What follows belongs to an exercise in optimizing a design on an open flow for small area, a short achievable clock period and few clock cycles; a production flow would make more cautious choices.
Where RTL was checked, it was by simulation tests only, not by an equivalence proof against the original.
Power is estimated from default activity; no workload was simulated.

==> flow/design.v <==
module sbmc_step (
    input  wire [13:0] s,
    output wire [11:0] acc,
    output wire [8:0]  q5,
    output wire [5:0]  q50
);
    wire neg = s[13];
    assign acc = s[13:2] + {11'd0, neg & (s[1:0] != 2'b00)};
    wire [10:0] y  = {~s[13], s[12:3]};
    assign q5  = y / 11'd5;
    assign q50 = y / 11'd50;
endmodule
module sbmc_tick #(
    parameter integer DT        = 100,
    parameter integer SCALE     = 1000,
    parameter integer N_AVG     = 4,
    parameter integer MASK_BITS = 0
) (
    input  wire        clk,
    input  wire        rst,
    input  wire [31:0] cfg_dist_target,
    input  wire [7:0]  cfg_n_ramp,
    input  wire [15:0] cfg_dwell_ticks,
    input  wire [7:0]  cfg_spd_op,
    input  wire [7:0]  cfg_spd_step,
    input  wire [15:0] cfg_cmd_stop,
    input  wire [15:0] cfg_cmd_rev,
    input  wire        run,
    input  wire        tick,
    input  wire        smp_valid,
    output wire        smp_ready,
    input  wire [55:0] smp_data,
    output wire        drv_valid,
    input  wire        drv_ready,
    output wire [15:0] drv_data,
    output wire        busy,
    output wire        running,
    output wire        fault,
    output wire [1:0]  phase,
    output wire [7:0]  ramp,
    output wire [15:0] dwell,
    output wire [31:0] acc,
    output wire [31:0] vel,
    output wire [31:0] distance
);
    localparam [1:0] PH_ACCEL  = 2'd0,
                     PH_CRUISE = 2'd1,
                     PH_REV    = 2'd2,
                     PH_STOP   = 2'd3;
    localparam [28:0] QO_ZERO = -29'sd21;    
    reg        run_q;
    reg        fault_q;
    reg [1:0]  phase_q;
    reg [7:0]  ramp_q;
    reg [15:0] dwell_q;
    reg [11:0] acc_q;         
    reg [31:0] vel_q;
    reg [31:0] dist_q;
    reg [28:0] qo_q;          
    reg [3:0]  r_q;           
    reg        pend_q;        
    reg        busy_q;
    reg        samp_q;        
    reg [1:0]  cnt_q;         
    reg        sb_q, sc_q, sd_q, se_q, sf_q;          
    reg        sd2_q, sd3_q, se2_q, se3_q;            
    reg        vovf_q, dovf_q;
    reg        spec_q;        
    reg        zero_q;        
    reg        dv_q;          
    reg        second_q;      
    reg [15:0] dd_q;          
    reg [13:0] s_q;           
    reg [8:0]  q5_q;          
    reg [5:0]  q50_q;
    reg [8:0]  dvel_q;        
    reg [5:0]  fdo_q;         
    reg [5:0]  ko_q;          
    reg        c_q;           
    reg [7:0]  nlvl_q;        
    reg [31:0] tgt_q;         
    reg        dz_q;          
    reg        rlast_q;       
    reg [33:0] h_q;           
    wire [11:0] b_acc;
    wire [8:0]  b_q5;
    wire [5:0]  b_q50;
    sbmc_step u_step (
        .s(s_q), .acc(b_acc), .q5(b_q5), .q50(b_q50)
    );
    wire        s_neg = s_q[13];
    wire        s_lo3 = s_q[2:0] != 3'b000;
    wire [2:0]  r5    = s_q[5:3] - q5_q[2:0] - {q5_q[0], 2'b00};
    wire        cinc  = s_neg && (r5 == 3'd4) && s_lo3;
    wire        cdec  = !s_neg && (r5 != 3'd4);
    wire [8:0]  dv_m  = q5_q - 9'd205;
    wire [8:0]  dv_0  = q5_q - 9'd204;
    wire [8:0]  dv_p  = q5_q - 9'd203;
    wire [8:0]  dvel  = cdec ? dv_m : (cinc ? dv_p : dv_0);
    wire [5:0]  r50   = s_q[8:3] - {q50_q[0], 5'd0} - {q50_q[1:0], 4'd0} - {q50_q[4:0], 1'b0};
    wire        cf    = s_neg ? (r50 >= (s_lo3 ? 6'd19 : 6'd20)) : (r50 >= 6'd24);
    wire [5:0]  q50_p = q50_q + 6'd1;
    wire [5:0]  fdo   = cf ? q50_p : q50_q;
    wire [32:0] vsum  = {vel_q[31], vel_q} + {{24{dvel_q[8]}}, dvel_q};
    wire        vovf  = vsum[32] != vsum[31];
    wire        vsafe = vel_q[31] == vel_q[30];
    wire [3:0]  md    = dvel_q[3:0] - {fdo_q[2:0], 1'b0} - {fdo_q[0], 3'd0} + 4'd2;
    wire [4:0]  u     = {1'b0, md} + {1'b0, r_q};
    wire        cy    = u >= 5'd10;
    wire [3:0]  rn    = cy ? u[3:0] - 4'd10 : u[3:0];
    wire [5:0]  ko    = fdo_q + {5'd0, cy};
    wire [33:0] hsum  = {{2{dist_q[31]}}, dist_q} + {{5{qo_q[28]}}, qo_q};
    wire [33:0] dsum  = h_q + {27'd0, {1'b0, ko_q} + {6'd0, c_q}};
    wire        dovf  = (dsum[33:31] != 3'b000) && (dsum[33:31] != 3'b111);
    wire        dsafe = dist_q[31] == dist_q[30];
    wire [28:0] qsum  = qo_q + {23'd0, ko_q} - 29'd21;
    wire        h_le  = h_q[33] && ((h_q[33:6] != {28{1'b1}}) || (h_q[5:0] <= 6'd20));
    wire        h_pos = !h_q[33] && (h_q != 34'd0);
    wire        d_ge  = $signed(dist_q) >= $signed(tgt_q);
    wire        d_le0 = dist_q[31] || (dist_q == 32'd0);
    wire live   = run_q && !fault_q && (phase_q != PH_STOP);
    wire active = samp_q || sb_q || sc_q || sd_q || sd2_q || sd3_q
                  || se_q || se2_q || se3_q || sf_q || dv_q;
    wire start  = pend_q && live && !active;
    wire take   = smp_valid && samp_q;
    wire sent   = dv_q && drv_ready;
    wire vel_we = (sd_q && vsafe) || (sd3_q && !vovf_q);
    wire dst_we = (se_q && dsafe) || (se3_q && !dovf_q);
    wire p0_a   = sb_q && (phase_q == PH_ACCEL) && vsafe && dsafe;
    wire e_ev   = dst_we && !spec_q;
    wire e_late = e_ev && ((phase_q == PH_ACCEL) || (phase_q == PH_CRUISE)
                           || ((phase_q == PH_REV) && !h_le && !h_pos));
    wire f_ev   = sf_q;
    wire p0_f   = f_ev && (phase_q == PH_ACCEL);
    wire p1_hit = f_ev && (phase_q == PH_CRUISE) && d_ge;
    wire p2_hit = (e_ev && (phase_q == PH_REV) && h_le)
                  || (f_ev && (phase_q == PH_REV) && d_le0);
    wire p0     = p0_a || p0_f;
    reg        n_pend, n_samp, n_sb, n_sc, n_sd, n_sd2, n_sd3, n_se, n_se2, n_se3,
               n_sf, n_dv, n_fault, n_run;
    reg [1:0]  n_phase;
    always @(*) begin
        n_run   = run_q;
        n_fault = fault_q;
        n_phase = phase_q;
        n_samp  = samp_q;
        n_sb    = 1'b0;
        n_sc    = sb_q;
        n_sd    = sc_q;
        n_sd2   = sd_q && !vsafe;
        n_sd3   = sd2_q;
        n_se    = vel_we;
        n_se2   = se_q && !dsafe;
        n_se3   = se2_q;
        n_sf    = e_late;
        n_dv    = dv_q;
        n_pend  = pend_q;
        if (run && !run_q) begin
            n_run   = 1'b1;
            n_phase = PH_ACCEL;
            n_pend  = 1'b0;
        end else begin
            n_pend = (tick && live) || (pend_q && !start);
            if (start) begin
                if (dwell_q != 16'd0) begin
                    if (dwell_q == 16'd1) begin
                        n_dv    = 1'b1;
                        n_phase = PH_REV;
                    end
                end else begin
                    n_samp = 1'b1;
                end
            end
            if (take && cnt_q == 2'd3) begin
                n_samp = 1'b0;
                n_sb   = 1'b1;
            end
            if (sent && !second_q)
                n_dv = 1'b0;
            if ((sd3_q && vovf_q) || (se3_q && dovf_q))
                n_fault = 1'b1;
            if (p0) begin
                n_dv = 1'b1;
                if (rlast_q)
                    n_phase = PH_CRUISE;
            end
            if (p1_hit) begin
                n_dv = 1'b1;
                if (dz_q)
                    n_phase = PH_REV;
            end
            if (p2_hit) begin
                n_dv    = 1'b1;
                n_phase = PH_STOP;
            end
        end
    end
    wire n_live = n_run && !n_fault && (n_phase != PH_STOP);
    always @(posedge clk) begin
        if (rst) begin
            run_q   <= 1'b0;
            fault_q <= 1'b0;
            phase_q <= PH_ACCEL;
            pend_q  <= 1'b0;
            busy_q  <= 1'b0;
            samp_q  <= 1'b0;
            sb_q    <= 1'b0;
            sc_q    <= 1'b0;
            sd_q    <= 1'b0;
            sd2_q   <= 1'b0;
            sd3_q   <= 1'b0;
            se_q    <= 1'b0;
            se2_q   <= 1'b0;
            se3_q   <= 1'b0;
            sf_q    <= 1'b0;
            dv_q    <= 1'b0;
            zero_q  <= 1'b0;
        end else begin
            run_q   <= n_run;
            fault_q <= n_fault;
            phase_q <= n_phase;
            pend_q  <= n_pend;
            busy_q  <= (n_pend && n_live) || n_samp || n_sb || n_sc || n_sd
                       || n_sd2 || n_sd3 || n_se || n_se2 || n_se3 || n_sf || n_dv;
            samp_q  <= n_samp;
            sb_q    <= n_sb;
            sc_q    <= n_sc;
            sd_q    <= n_sd;
            sd2_q   <= n_sd2;
            sd3_q   <= n_sd3;
            se_q    <= n_se;
            se2_q   <= n_se2;
            se3_q   <= n_se3;
            sf_q    <= n_sf;
            dv_q    <= n_dv;
            zero_q  <= (start && dwell_q == 16'd1) || (p1_hit && dz_q);
        end
    end
    always @(posedge clk) begin
        if (rst) begin
            ramp_q  <= 8'd0;
            dwell_q <= 16'd0;
            acc_q   <= 12'd0;
            vel_q   <= 32'd0;
            dist_q  <= 32'd0;
            qo_q    <= QO_ZERO;
            r_q     <= 4'd0;
        end else if (run && !run_q) begin
            ramp_q  <= 8'd0;
            dwell_q <= 16'd0;
            vel_q   <= 32'd0;
            dist_q  <= 32'd0;
            qo_q    <= QO_ZERO;
            r_q     <= 4'd0;
        end else begin
            if (start && dwell_q != 16'd0)
                dwell_q <= dwell_q - 16'd1;
            if (p1_hit && !dz_q)
                dwell_q <= cfg_dwell_ticks;
            if (p0)
                ramp_q <= ramp_q + 8'd1;
            if (sb_q)
                acc_q <= b_acc;
            if (sd_q)
                r_q <= rn;
            if (vel_we)
                vel_q <= vsum[31:0];
            if (dst_we) begin
                dist_q <= dsum[31:0];
                qo_q   <= qsum;
            end
            if (zero_q) begin
                vel_q <= 32'd0;
                qo_q  <= QO_ZERO;
                r_q   <= 4'd0;
            end
        end
    end
    always @(posedge clk) begin
        tgt_q   <= cfg_dist_target;
        h_q     <= hsum;
        dz_q    <= (cfg_dwell_ticks == 16'd0);
        rlast_q <= (ramp_q + 8'd1 == cfg_n_ramp);
        if (run && !run_q)
            nlvl_q <= cfg_spd_step;
        else if (p0)
            nlvl_q <= nlvl_q + cfg_spd_step;
        if (start)
            cnt_q <= 2'd0;
        else if (take)
            cnt_q <= cnt_q + 2'd1;
        if (take)
            s_q <= (s_q & {14{cnt_q != 2'd0}}) + {{2{smp_data[11]}}, smp_data[11:8], smp_data[7:0]};
        if (sb_q)
            spec_q <= p0_a;
        q5_q    <= b_q5;
        q50_q   <= b_q50;
        dvel_q  <= dvel;
        fdo_q   <= fdo;
        if (sd_q) begin
            ko_q <= ko;
            c_q  <= vsum[31] && (rn != 4'd0);
        end
        vovf_q  <= vovf;
        dovf_q  <= dovf;
        if (start) begin
            dd_q     <= cfg_cmd_rev;
            second_q <= 1'b0;
        end else if (p0) begin
            dd_q     <= {nlvl_q, cfg_spd_op};
            second_q <= 1'b0;
        end else if (p1_hit || p2_hit) begin
            dd_q     <= cfg_cmd_stop;
            second_q <= p1_hit && dz_q;
        end else if (sent) begin
            dd_q     <= cfg_cmd_rev;
            second_q <= 1'b0;
        end
    end
    assign smp_ready = samp_q;
    assign drv_valid = dv_q;
    assign drv_data  = dd_q;
    assign busy     = busy_q;
    assign running  = run_q;
    assign fault    = fault_q;
    assign phase    = phase_q;
    assign ramp     = ramp_q;
    assign dwell    = dwell_q;
    assign acc      = {{20{acc_q[11]}}, acc_q};
    assign vel      = vel_q;
    assign distance = dist_q;
endmodule
export LEC_CHECK = 0
export CAP_MARGIN = 20
export CORE_MARGIN = 2
export CORE_UTILIZATION = 40
export CTS_BUF_LIST = sky130_fd_sc_hd__clkbuf_4 sky130_fd_sc_hd__clkbuf_8
export CTS_CLUSTER_DIAMETER = 80
export CTS_CLUSTER_SIZE = 16
export SLEW_MARGIN = 20
create_clock -name core_clock -period 10.0 [get_ports {clk}]
standard.sh (not shown) runs the stock make flow with config.mk's settings and CLKGATE_MAP_FILE= SYNTH_SCRIPT=/design/flow/synth_recipe.tcl, a recipe that flattens the netlist after the stock synthesis.
==> flow/flow/run.sh <==
#!/bin/bash
set -euo pipefail
export SETUP_SLACK_MARGIN=6.6
export BUFFER_PORTS_ARGS="-buffer_cell sky130_fd_sc_hd__buf_2"
bash standard.sh > standard.log 2>&1
Testbench counts at the start, summed over its fixed seeds: cycles 34,941.
==> next run, changes <==
--- a/flow/design.v
+++ b/flow/design.v
@@ -79,11 +79,10 @@
     reg        c_q;           
     reg [7:0]  nlvl_q;        
     reg [31:0] tgt_q;         
     reg        dz_q;          
     reg        rlast_q;       
-    reg [33:0] h_q;           
     wire [11:0] b_acc;
     wire [8:0]  b_q5;
     wire [5:0]  b_q50;
     sbmc_step u_step (
         .s(s_q), .acc(b_acc), .q5(b_q5), .q50(b_q50)
@@ -107,12 +106,17 @@
     wire [3:0]  md    = dvel_q[3:0] - {fdo_q[2:0], 1'b0} - {fdo_q[0], 3'd0} + 4'd2;
     wire [4:0]  u     = {1'b0, md} + {1'b0, r_q};
     wire        cy    = u >= 5'd10;
     wire [3:0]  rn    = cy ? u[3:0] - 4'd10 : u[3:0];
     wire [5:0]  ko    = fdo_q + {5'd0, cy};
-    wire [33:0] hsum  = {{2{dist_q[31]}}, dist_q} + {{5{qo_q[28]}}, qo_q};
-    wire [33:0] dsum  = h_q + {27'd0, {1'b0, ko_q} + {6'd0, c_q}};
+    wire [33:0] h_q   = {{2{dist_q[31]}}, dist_q} + {{5{qo_q[28]}}, qo_q};
+    wire [33:0] e_a   = {{2{dist_q[31]}}, dist_q};
+    wire [33:0] e_b   = {{5{qo_q[28]}}, qo_q};
+    wire [33:0] e_c   = {28'd0, ko_q};
+    wire [33:0] e_s   = e_a ^ e_b ^ e_c;
+    wire [33:0] e_m   = (e_a & e_b) | (e_a & e_c) | (e_b & e_c);
+    wire [33:0] dsum  = e_s + {e_m[32:0], c_q};
     wire        dovf  = (dsum[33:31] != 3'b000) && (dsum[33:31] != 3'b111);
     wire        dsafe = dist_q[31] == dist_q[30];
     wire [28:0] qsum  = qo_q + {23'd0, ko_q} - 29'd21;
     wire        h_le  = h_q[33] && ((h_q[33:6] != {28{1'b1}}) || (h_q[5:0] <= 6'd20));
     wire        h_pos = !h_q[33] && (h_q != 34'd0);
@@ -276,11 +280,10 @@
             end
         end
     end
     always @(posedge clk) begin
         tgt_q   <= cfg_dist_target;
-        h_q     <= hsum;
         dz_q    <= (cfg_dwell_ticks == 16'd0);
         rlast_q <= (ramp_q + 8'd1 == cfg_n_ramp);
         if (run && !run_q)
             nlvl_q <= cfg_spd_step;
         else if (p0)
Effect: The new run produced a clean layout; wire length increases by 4.8%; global-route usage increases by 0.29 points; die area increases by 2.0%; clock skew stays flat; setup slack degrades by 0.67 ns; final area increases by 13%; synthesized area increases by 2.0%; non-clock buffer count increases by 132; fmax decreases by 16%; clock power decreases by 7.3%; total power decreases by 5.3%; via count increases by 6.1%; count of clock-buffer cells in the layout decreases by 1; sequential share of layout area decreases by 5.4 points.
The RTL of the second run of this note was laid out without a check of its function.

what the ideal ports hide:
Ports are ideal in the flow. The routed layouts listed here were re-timed in OpenROAD. Step 1 assumes that a clkbuf_16 drives the clock port and a buf_2 every other input. Step 2 moves the port delays by t, midway between the first and last clock arrival at a register: inputs arrive t later, outputs are due t later. That takes back most of the time a late clock gives input paths. a / b / c = ideal ports / drivers / drivers and shift; a / b = the first two.
run | t (ns) | slack for setup (ns) | worst setup path at the end | cell pins on the clock port's net
the first run | 0.670 | 6.461 / 6.483 / 5.813 | input to register | 1
the second run | 0.667 | 5.790 / 5.790 / 5.528 | input to register | 1
After both steps setup and hold are still met in every run listed. For the first run, which loses most, drivers alone change the setup slack by +0.022 ns; drivers and shift together by -0.648 ns.
